From an optimization exercise on the open Yosys and OpenROAD flow, aimed at small area, a short achievable clock period and few clock cycles; shortcuts taken in it are not production practice.
In this exercise RTL edits were held to simulation tests only and were not proved equivalent to the original.
Power figures rest on the tool's default switching activity, not on a simulated workload.

==> job 8839 <==
==> flow/design.v (excerpt) <==
module gc_anim (
    input  wire        clk,
    input  wire        rst,          
    input  wire        bus_req,
    input  wire        bus_we,
    input  wire [7:0]  bus_addr,
    input  wire [31:0] bus_wdata,
    output reg         bus_ack,
    output reg         bus_err,
    output reg  [31:0] bus_rdata,
    output reg         rnd_req,
    output wire [7:0]  rnd_lo,
    output wire [7:0]  rnd_hi,
    input  wire        rnd_ack,
    input  wire [7:0]  rnd_data,
    output reg         px_valid,
    output reg         px_latch,
    output wire [23:0] px_color,
    input  wire        px_ready
);
export LEC_CHECK = 0
export CAP_MARGIN = 20
export CORE_MARGIN = 2
export CORE_UTILIZATION = 40
export PLACE_DENSITY = 0.6
export SLEW_MARGIN = 20
create_clock -name core_clock -period 40.0 [get_ports {clk}]
standard.sh (not shown) runs the stock make flow with config.mk's settings and CLKGATE_MAP_FILE= SYNTH_SCRIPT=/design/flow/synth_recipe.tcl, a recipe that flattens the netlist after the stock synthesis.
==> flow/flow/run.sh <==
#!/bin/bash
# Layout flow: the standard ORFS flow (standard.sh: the standard
# synthesis, floorplan, power grid, placement, CTS, routing and finish),
# with one change: the timing repair steps that the standard flow runs after
# floorplan, CTS and global routing are asked to keep SETUP_SLACK_MARGIN ns
# of setup slack at the design's unchanged 40 ns clock and constraints, so
# that they also speed up paths that already meet the 40 ns clock.
# The make/ORFS output goes to flow_standard.log; each ORFS step keeps its
# own log under orfs/logs.
set -euo pipefail
MARGIN=30.5
export SETUP_SLACK_MARGIN=$MARGIN
bash standard.sh SETUP_SLACK_MARGIN=$MARGIN finish > flow_standard.log 2>&1
==> inputs of job 9264, as changes to job 8839 <==
--- a/flow/design.v
+++ b/flow/design.v
@@ -129,13 +129,12 @@
     reg  [3:0]  lph;             
     reg  [4:0]  le;              
     wire        lv_start = lv_go;
     wire        rot     = lv_start || lav_on;
     wire [3:0]  lv_i1   = rot ? lph + 4'd1 : lph;
-    wire        mo_cmd  = st == S_CMD && cq_op[2:0] == 3'd5;
-    wire [20:0] lv_in   = mo_cmd ? c21(opa) : tick_init ? 21'd0 : rot ? ring[41:21] : ring[20:0];
-    wire [20:0] lv0 = morph21(lv_in, mo_cmd ? c21(opb) : col_r);
+    wire [20:0] lv_in   = tick_init ? 21'd0 : rot ? ring[41:21] : ring[20:0];
+    wire [20:0] lv0 = morph21(lv_in, col_r);
     wire [20:0] lv1 = (b_act[0] && covered(lv_i1, b_pos0, b_r0)) ? morph21(lv0, col_l) : lv0;
     wire [20:0] lv2 = (b_act[1] && covered(lph, b_pos1, b_r1)) ? morph21(lp, b_col1) : lp;
     wire [20:0] lava_px = (b_act[2] && covered(lph, b_pos2, b_r2)) ? morph21(lv2, b_col2) : lv2;
     wire        lv_load = rot && lph == le[3:0] && !le[4] && (!px_valid || px_ready);
     wire        mx_p = mpulse;
@@ -219,17 +218,11 @@
     wire        div_ok   = !(dbusy && dcnt != 4'd15);
     wire [31:0] cyl_base = {5'd0, act_speed[31:5]};
     wire        cyl_bounce = cdir ? (cpos == 4'd0) : (cpos == 4'd15);
     wire        fl_lo = (fw == 32'd0) && fv0;
     wire        fl_hi = !fl_lo && (fw == act_speed) && fv2;
-    wire        ad_f3 = st == S_F3;
-    wire        ad_f6 = st == S_F6;
-    wire [31:0] ad_a  = ad_f3 ? fw : ad_f6 ? {1'b0, act_speed[31:1]} : next_due;
-    wire [31:0] ad_b  = ad_f3 ? {{31{fv0}}, fv0 | fv2} : ad_f6 ? ~fw : last_delay;
-    wire [32:0] ad_s  = {1'b0, ad_a} + {1'b0, ad_b} + {32'd0, ad_f6};
-    wire [31:0] fl_w  = ad_s[31:0];
-    wire        fl_gt = !ad_s[32];
+    wire [31:0] fl_w  = fw + {{31{fv0}}, fv0 | fv2};
     wire [31:0] fl_n  = fl_lo ? 32'd0 : fl_hi ? act_speed : fl_w;
     wire [2:0]  lb_hit = {b_cd2 == 5'd1, b_cd1 == 5'd1, b_cd0 == 5'd1};
     wire [2:0]  lh_cur = t2 ? lb_hit : lhit;
     wire [1:0]  lh_k   = lh_cur[0] ? 2'd0 : lh_cur[1] ? 2'd1 : 2'd2;
     wire        lh_act = b_act[lh_k];
@@ -450,11 +443,11 @@
                 x_go = 1'b1; x_dst = X_COLL; x_prim = a_prim; x_ret = S_F6;
             end else if (fl_hi && b_sent) begin
                 x_go = 1'b1; x_dst = X_COLR; x_prim = b_prim; x_ret = S_F6;
             end
         end
-        S_F6: if (fl_gt != fst) begin
+        S_F6: if ((fw > {1'b0, act_speed[31:1]}) != fst) begin
             flk_flip = 1'b1;
             f_start = 1'b1; f_sel = fst ? P_COLR : P_COLL; f_mode = F_SOLID; st_n = S_WF;
         end else begin
             ack_n = 1'b1; st_n = S_FIN;
         end
@@ -601,11 +594,11 @@
         else if (setpat_ok)
             next_due <= 32'd0;
         else if (st == S_T2 && tick_init)
             next_due <= now_r;
         else if (fin)
-            next_due <= ad_s[31:0];
+            next_due <= next_due + last_delay;
     end
     always @(posedge clk) begin
         if (rst_q) begin
             st_err  <= 3'd0;
             st_ran  <= 1'b0;
@@ -631,11 +624,13 @@
         if (rst_q)
             res <= 24'd0;
         else if (x_sh && xdst == X_RES)
             res <= {res[15:0], 1'b0, x_ch};
         else if (c_ok && cq_op[2:0] == 3'd5)
-            res <= {1'b0, lv0[20:14], 1'b0, lv0[13:7], 1'b0, lv0[6:0]};
+            res <= {1'b0, morph_ch(opa[22:16], opb[22:16]),
+                    1'b0, morph_ch(opa[14:8],  opb[14:8]),
+                    1'b0, morph_ch(opa[6:0],   opb[6:0])};
         else if (c_ok && cq_op[2:0] == 3'd6)
             res <= opa;      
         else if (mixr_r)
             res <= {1'b0, mx_q, 1'b0, res[14:8], 1'b0, res[6:0]};
         else if (m_g && !mpulse)
@@ -768,11 +763,11 @@
         else if (st == S_IDLE || f_start || em_adv)
             pxc <= p_src;
     end
     always @(posedge clk)
         if (rot) ring <= {lv_load ? lava_px : ring[20:0], ring[335:21]};
-    wire lv_wr = lav_init || lbg_ld || spawn || desp || sp_wr || bcol_ld || mo_cmd ||
+    wire lv_wr = lav_init || lbg_ld || spawn || desp || sp_wr || bcol_ld ||
                  coll_a || colr_b || x_sh ||
                  (st == S_IDLE && tick_init != tk_init);
     always @(posedge clk) begin
         lp       <= lv1;
         lv_fresh <= !lv_wr;
==> flow/run.sh (new file) <==
#!/bin/bash
# synth_recipe.tcl (not shown) runs the flow's synth.tcl, then flattens the netlist and writes it again
# the make line also repeats each setting of config.mk as NAME=value (left out here)
make -C /OpenROAD-flow-scripts/flow DESIGN_CONFIG=/design/flow/config.mk WORK_HOME=/design/flow/orfs CLKGATE_MAP_FILE= SYNTH_SCRIPT=/design/flow/synth_recipe.tcl finish
removed: flow/flow/run.sh
removed: flow/standard.sh
==> inputs of job 9061, as changes to job 8839 <==
--- a/flow/design.v
+++ b/flow/design.v
@@ -93,11 +93,11 @@
         S_CW   = 5'd12, S_AF   = 5'd13, S_FF   = 5'd14, S_FD   = 5'd15,
         S_F3   = 5'd16, S_F6   = 5'd17, S_LI0  = 5'd18, S_LI   = 5'd19,
         S_LB   = 5'd20, S_LH   = 5'd21, S_SP   = 5'd22, S_DS   = 5'd23,
         S_CMD  = 5'd24, S_T2   = 5'd25;
     reg [4:0]  st;
-    reg [4:0]  xret, xret2;
+    reg [4:0]  xret;
     reg [2:0]  xdst;
     reg        xprim;
     reg [1:0]  xcnt;
     reg        tick_init;
     reg [1:0]  lk;               
@@ -122,24 +122,29 @@
                           ((cpos != 4'd15 && nidx == cpos + 4'd1) ||
                            (nidx != 4'd15 && nidx + 4'd1 == cpos)) ? cyl_edge : col_r;
     wire [20:0] alt_pix = ((nidx[0] == 1'b0) != aphase) ? col_l : col_r;
     reg  [20:0] lp;
     reg         lv_fresh;        
-    wire        lv_go   = st == S_LH && lh_cur == 3'b000 && lv_fresh;
-    reg         lav_on;          
     reg  [3:0]  lph;             
     reg  [4:0]  le;              
+    reg         lfact;           
+    reg         ltap;            
+    wire        lv_go   = st == S_LH && lh_cur == 3'b000 && lv_fresh &&
+                          lph[2:0] == 3'd0;     
     wire        lv_start = lv_go;
-    wire        rot     = lv_start || lav_on;
-    wire [3:0]  lv_i1   = rot ? lph + 4'd1 : lph;
+    wire        lv_run  = lfact || lv_start;
+    wire        tap8    = lfact ? ltap : lph[3];
+    wire [3:0]  lv_hidx = lph + {tap8, 3'b000};              
+    wire        s9      = lv_run ? tap8 : !lph[3];
+    wire [3:0]  lv_i1   = lph + 4'd1 + {s9, 3'b000};
     wire        mo_cmd  = st == S_CMD && cq_op[2:0] == 3'd5;
-    wire [20:0] lv_in   = mo_cmd ? c21(opa) : tick_init ? 21'd0 : rot ? ring[41:21] : ring[20:0];
+    wire [20:0] lv_in   = mo_cmd ? c21(opa) : tick_init ? 21'd0 : s9 ? ring[209:189] : ring[41:21];
     wire [20:0] lv0 = morph21(lv_in, mo_cmd ? c21(opb) : col_r);
     wire [20:0] lv1 = (b_act[0] && covered(lv_i1, b_pos0, b_r0)) ? morph21(lv0, col_l) : lv0;
-    wire [20:0] lv2 = (b_act[1] && covered(lph, b_pos1, b_r1)) ? morph21(lp, b_col1) : lp;
-    wire [20:0] lava_px = (b_act[2] && covered(lph, b_pos2, b_r2)) ? morph21(lv2, b_col2) : lv2;
-    wire        lv_load = rot && lph == le[3:0] && !le[4] && (!px_valid || px_ready);
+    wire [20:0] lv2 = (b_act[1] && covered(lv_hidx, b_pos1, b_r1)) ? morph21(lp, b_col1) : lp;
+    wire [20:0] lava_px = (b_act[2] && covered(lv_hidx, b_pos2, b_r2)) ? morph21(lv2, b_col2) : lv2;
+    wire        lv_load = lv_run && lv_hidx == le[3:0] && !le[4] && (!px_valid || px_ready);
     wire        mx_p = mpulse;
     wire        mdim = cq_op[2];
     wire [20:0] mx_x = mx_p ? col_l : mdim ? 21'd0 : c21(opa);
     wire [20:0] mx_y = mx_p ? col_r : mdim ? c21(opa) : c21(opb);
     wire [6:0]  mx_n = mx_p ? pc : cq_n;
@@ -209,24 +214,26 @@
     wire        a_prim = act_a[16];
     wire        b_prim = act_b[16];
     wire [20:0] a21 = c21(act_a);
     wire [20:0] b21 = c21(act_b);
     wire        opa_sent = (opa == 24'h808080) || (opa == 24'h818181);
-    reg         lfact;           
     wire        em_more  = px_valid && px_ready && !px_latch && idx != 4'd15;
     wire        p15_done = px_latch || !px_valid || (idx == 4'd15 && px_ready);
     wire        frm_done = (!px_valid && !lfact) || (px_valid && px_latch && px_ready);
     wire        p15r     = px_latch || !px_valid;
     wire        div_ok   = !(dbusy && dcnt != 4'd15);
     wire [31:0] cyl_base = {5'd0, act_speed[31:5]};
     wire        cyl_bounce = cdir ? (cpos == 4'd0) : (cpos == 4'd15);
     wire        fl_lo = (fw == 32'd0) && fv0;
     wire        fl_hi = !fl_lo && (fw == act_speed) && fv2;
     wire        ad_f3 = st == S_F3;
+    wire        ad_cw = st == S_CW;      
     wire        ad_f6 = st == S_F6;
-    wire [31:0] ad_a  = ad_f3 ? fw : ad_f6 ? {1'b0, act_speed[31:1]} : next_due;
-    wire [31:0] ad_b  = ad_f3 ? {{31{fv0}}, fv0 | fv2} : ad_f6 ? ~fw : last_delay;
+    wire [31:0] ad_a  = ad_f3 ? fw : ad_f6 ? {1'b0, act_speed[31:1]} :
+                        ad_cw ? {4'd0, act_speed[31:5], 1'b0} : next_due;
+    wire [31:0] ad_b  = ad_f3 ? {{31{fv0}}, fv0 | fv2} : ad_f6 ? ~fw :
+                        ad_cw ? cyl_base : last_delay;
     wire [32:0] ad_s  = {1'b0, ad_a} + {1'b0, ad_b} + {32'd0, ad_f6};
     wire [31:0] fl_w  = ad_s[31:0];
     wire        fl_gt = !ad_s[32];
     wire [31:0] fl_n  = fl_lo ? 32'd0 : fl_hi ? act_speed : fl_w;
     wire [2:0]  lb_hit = {b_cd2 == 5'd1, b_cd1 == 5'd1, b_cd0 == 5'd1};
@@ -252,18 +259,26 @@
             end
             K_FLICK: begin tk_st = S_FD; tk_rq = 1'b1; tk_bk = 1'b1; end    
             default: begin tk_st = S_LH; tk_bk = 1'b1; end                  
         endcase
     end
+    reg [4:0]  xb_ret;
+    always @(*)
+        case (act_kind)
+        K_PULSE: xb_ret = S_PF;
+        K_CYLON: xb_ret = tick_init ? S_CF : S_WF;
+        K_ALT:   xb_ret = S_AF;
+        default: xb_ret = S_FF;
+        endcase
     reg [4:0]  st_n;
     reg        ack_n;
     reg        rq_set, rq_keep, rq_lo, rq_go1;
     reg [6:0]  rq_hi;
     reg        x_go, x_pre;
     reg [2:0]  x_dst;
     reg        x_prim;
-    reg [4:0]  x_ret, x_ret2;
+    reg [4:0]  x_ret;
     reg        f_start, f_go1;    
     reg [2:0]  f_sel;
     reg [1:0]  f_mode;
     reg        coll_ld, colr_ld, lbg_ld, bcol_ld;
     reg        pul_init, pul_step, cyl_init, cyl_step, alt_go;
@@ -274,11 +289,11 @@
     reg        bk;
     reg        t2;               
     always @(*) begin
         st_n = st;      ack_n = 1'b0;
         rq_set = 1'b0;  rq_keep = 1'b0; rq_lo = 1'b0; rq_hi = 7'd0; rq_go1 = 1'b0;
-        x_go = 1'b0;    x_pre = 1'b0;   x_dst = X_COLL; x_prim = 1'b0; x_ret = S_IDLE; x_ret2 = S_IDLE;
+        x_go = 1'b0;    x_pre = 1'b0;   x_dst = X_COLL; x_prim = 1'b0; x_ret = S_IDLE;
         f_start = 1'b0; f_go1 = 1'b0; f_sel = P_HOLD; f_mode = F_SOLID;
         coll_ld = 1'b0; colr_ld = 1'b0; lbg_ld = 1'b0; bcol_ld = 1'b0;
         pul_init = 1'b0; pul_step = 1'b0; cyl_init = 1'b0; cyl_step = 1'b0; alt_go = 1'b0;
         flk_init = 1'b0; flk_upd = 1'b0; flk_flip = 1'b0;
         lav_init = 1'b0; lav_pass = 1'b0; lk_zero = 1'b0; lk_inc = 1'b0; lk_set = 1'b0;
@@ -324,11 +339,11 @@
                 st_n = S_PM;
                 if (tick_init) begin
                     pul_init = 1'b1;
                     coll_ld = 1'b1; colr_ld = 1'b1;
                     if (a_sent) begin
-                        x_go = 1'b1; x_dst = X_COLL; x_prim = a_prim; x_ret = S_XB; x_ret2 = S_PF;
+                        x_go = 1'b1; x_dst = X_COLL; x_prim = a_prim; x_ret = S_XB;
                     end else if (b_sent) begin
                         x_go = 1'b1; x_dst = X_COLR; x_prim = b_prim; x_ret = S_PF;
                     end else
                         st_n = S_PF;
                 end else begin
@@ -351,11 +366,11 @@
                 st_n = S_CW;
                 if (tick_init) begin
                     cyl_init = 1'b1;
                     coll_ld = 1'b1; colr_ld = 1'b1;
                     if (a_sent) begin
-                        x_go = 1'b1; x_dst = X_COLL; x_prim = a_prim; x_ret = S_XB; x_ret2 = S_CF;
+                        x_go = 1'b1; x_dst = X_COLL; x_prim = a_prim; x_ret = S_XB;
                     end else if (b_sent) begin
                         x_go = 1'b1; x_dst = X_COLR; x_prim = b_prim; x_ret = S_CF;
                     end else
                         st_n = S_CF;
                 end
@@ -363,11 +378,11 @@
             K_ALT: begin
                 dl_speed = 1'b1;
                 alt_go   = 1'b1;
                 coll_ld = 1'b1; colr_ld = 1'b1;
                 if (a_sent) begin
-                    x_go = 1'b1; x_dst = X_COLL; x_prim = a_prim; x_ret = S_XB; x_ret2 = S_AF;
+                    x_go = 1'b1; x_dst = X_COLL; x_prim = a_prim; x_ret = S_XB;
                 end else if (b_sent) begin
                     x_go = 1'b1; x_dst = X_COLR; x_prim = b_prim; x_ret = S_AF;
                 end else
                     st_n = S_AF;
             end
@@ -376,11 +391,11 @@
                 if (tick_init) begin
                     flk_init = 1'b1;
                     coll_ld = 1'b1; colr_ld = 1'b1;
                     st_n = S_WF;
                     if (a_sent) begin
-                        x_go = 1'b1; x_dst = X_COLL; x_prim = a_prim; x_ret = S_XB; x_ret2 = S_FF;
+                        x_go = 1'b1; x_dst = X_COLL; x_prim = a_prim; x_ret = S_XB;
                     end else if (b_sent) begin
                         x_go = 1'b1; x_dst = X_COLR; x_prim = b_prim; x_ret = S_FF;
                     end else
                         st_n = S_FF;
                 end else begin
@@ -406,13 +421,13 @@
         S_X: if (rnd_ack) begin
             if (xcnt == 2'd2) st_n = xret;
             else rq_keep = 1'b1;
         end
         S_XB: if (b_sent) begin
-            x_go = 1'b1; x_dst = X_COLR; x_prim = b_prim; x_ret = xret2;
+            x_go = 1'b1; x_dst = X_COLR; x_prim = b_prim; x_ret = xb_ret;
         end else
-            st_n = xret2;
+            st_n = xb_ret;
         S_SOL: begin f_start = 1'b1; f_sel = P_COLL; f_mode = F_SOLID; st_n = S_WF; end
         S_PF:  begin f_start = 1'b1; f_sel = P_COLL; f_mode = F_SOLID; st_n = S_PM; end
         S_CF:  begin f_start = 1'b1; f_sel = P_CYL;  f_mode = F_CYLON; st_n = S_CW; end
         S_AF:  begin f_start = 1'b1; f_sel = P_ALT;  f_mode = F_ALT;   st_n = S_WF; end
         S_FF:  begin f_start = 1'b1; f_sel = P_COLR; f_mode = F_SOLID; st_n = S_WF; end
@@ -432,11 +447,11 @@
             if (cyl_bounce) begin
                 dl_three = 1'b1;
                 coll_ld = 1'b1; colr_ld = 1'b1;
                 if (a_sent) begin
                     x_go = 1'b1; x_dst = X_COLL; x_prim = a_prim;
-                    x_ret = b_sent ? S_XB : S_WF; x_ret2 = S_WF;
+                    x_ret = b_sent ? S_XB : S_WF;
                 end else if (b_sent) begin
                     x_go = 1'b1; x_dst = X_COLR; x_prim = b_prim; x_ret = S_WF;
                 end
             end
         end
@@ -467,11 +482,11 @@
             if (lk == 2'd2) st_n = S_LB;
             else rq_keep = 1'b1;
         end
         S_LB: begin lav_pass = 1'b1; st_n = S_LH; end
         S_LH: if (lh_cur == 3'b000) begin
-            if (lv_fresh) begin
+            if (lv_go) begin          
                 f_start = 1'b1; f_mode = F_LAVA; st_n = S_WF;
             end
         end else begin
             lk_set = 1'b1;
             if (!lh_act) begin
@@ -555,11 +570,10 @@
         end
         if (x_go || x_pre) begin
             xdst  <= x_dst;
             xprim <= x_prim;
             xret  <= x_ret;
-            xret2 <= x_ret2;
         end
         xcnt <= (x_go || x_pre) ? 2'd0 : x_sh ? xcnt + 2'd1 : xcnt;
         if (st == S_IDLE) tick_init <= tk_init;
         t2 <= !rst && bk;
     end
@@ -651,11 +665,11 @@
         else if (dl_base)
             last_delay <= cyl_base;
         else if (dl_ten)
             last_delay <= 32'd10;
         else if (dl_three)
-            last_delay <= {act_speed[31:5], 1'b0} + cyl_base;
+            last_delay <= ad_s[31:0];
         else if (dbusy)
             last_delay <= {last_delay[29:0], dv_q1, dv_q2};
     end
     always @(posedge clk) begin
         if (rst)
@@ -727,11 +741,10 @@
     always @(posedge clk) begin
         if (rst) begin
             idx      <= 4'd0;
             px_latch <= 1'b0;
             lfact    <= 1'b0;
-            lav_on   <= 1'b0;
             lph      <= 4'd0;
             le       <= 5'd0;
         end else begin
             if (sent && px_latch) begin
                 px_latch <= 1'b0;
@@ -746,14 +759,13 @@
                 if (lv_latch || (sent && idx == 4'd15 && fmode != F_LAVA))
                     px_latch <= 1'b1;
                 if (em_adv)
                     idx <= nidx;
             end
-            if (rot) begin
-                lph    <= lph + 4'd1;
-                lav_on <= !(lph == 4'd15 && (le[4] || (lv_load && le[3:0] == 4'd15)));
-            end
+            lph <= lph + 4'd1;
+            if (lv_start)
+                ltap <= lph[3];
         end
         if (st == S_IDLE)
             fmode <= idle_mode;
         else if (f_start)
             fmode <= f_mode;
@@ -767,11 +779,12 @@
             pxc <= lava_px;
         else if (st == S_IDLE || f_start || em_adv)
             pxc <= p_src;
     end
     always @(posedge clk)
-        if (rot) ring <= {lv_load ? lava_px : ring[20:0], ring[335:21]};
+        ring <= {(lv_load && !tap8) ? lava_px : ring[20:0], ring[335:189],
+                 (lv_load &&  tap8) ? lava_px : ring[188:168], ring[167:21]};
     wire lv_wr = lav_init || lbg_ld || spawn || desp || sp_wr || bcol_ld || mo_cmd ||
                  coll_a || colr_b || x_sh ||
                  (st == S_IDLE && tick_init != tk_init);
     always @(posedge clk) begin
         lp       <= lv1;
==> summary.txt <==
Final instance area: 66630 um2
Outcome: timing/DRC/antenna clean
Seq. pwr: 1.09 mW
Switching share of power: 22.05%
Yosys cell types: 114
Hold wc startpoint: ring[158]$_DFFE_PN_
Clock Power Share: 49.2%
DIE AREA: 148700 um2
RSZ-0062 raised after global routing: true
Synth Flop Type: edfxtp_1
Non-Clock Buffer Count: 304
[end of results for job 8839]
==> summary.txt <==
Yosys cell types: 99
Non-Clock Buffer Count: 286
Worst Hold Class: reg2reg
Post-CTS resize count: 262
RSZ-0062 raised after global routing: true
Comb pwr: 74.2 uW
Post-synth EDFFs: 212
Outcome: timing/DRC/antenna clean
Clock Power Share: 48.4%
DIE AREA: 138500 um2
Hold wc startpoint: ring[231]$_DFF_P_
Seq. pwr: 1.04 mW
Cells after Synth: 6239
[end of results for job 9061]
==> summary.txt <==
RSZ-0062 raised after global routing: false
Non-Clock Buffer Count: 254
Outcome: timing/DRC/antenna clean
Multi-input gate area: 31430 um2
Layout Utilization: 45.31%
Switching share of power: 23.45%
Final instance area: 66980 um2
Initial Utilization: 40.36%
Seq. pwr: 1.10 mW
Crit path kind: in2reg
Met2 wire len: 91.75 mm
Yosys cell types: 104
Pin count of the biggest net entering global routing: 207
Die height: 390.2 um
DIE AREA: 152300 um2
[end of results for job 9264]
Testbench counts of job 8839, summed over its fixed seeds: cycles 88,390.
Testbench counts of job 9264, summed over its fixed seeds: cycles 88,390.
Testbench counts of job 9061, summed over its fixed seeds: cycles 90,379.

[port drivers added, routing unchanged]
In the flow no input, the clock included, has a driving cell. The finished layouts below were timed again as built, in two steps. Step 1 assumes that a clkbuf_16 drives the clock port and a buf_2 every other input. Step 2 times the ports against the registers' clock, not the clock port: input delays grow and output delays shrink by t, the midpoint of the rising clock arrivals with the driver on. Three values: no drivers, after step 1, after step 2; two values: the first two.
run	t, ns	setup WS [ns]	worst register clock-pin slew, ns	worst data-port slew with drivers (ns)
job 8839	0.822	30.474 / 30.429 / 29.608	0.07 / 0.07	0.17
job 9264	0.839	28.695 / 28.752 / 27.912	0.07 / 0.07	0.18
job 9061	0.839	30.475 / 30.425 / 29.590	0.08 / 0.08	0.20
After both steps setup and hold are still met in every run listed. The setup slack of job 9061, which loses most, moves by -0.050 ns with the drivers and by -0.885 ns with both steps.
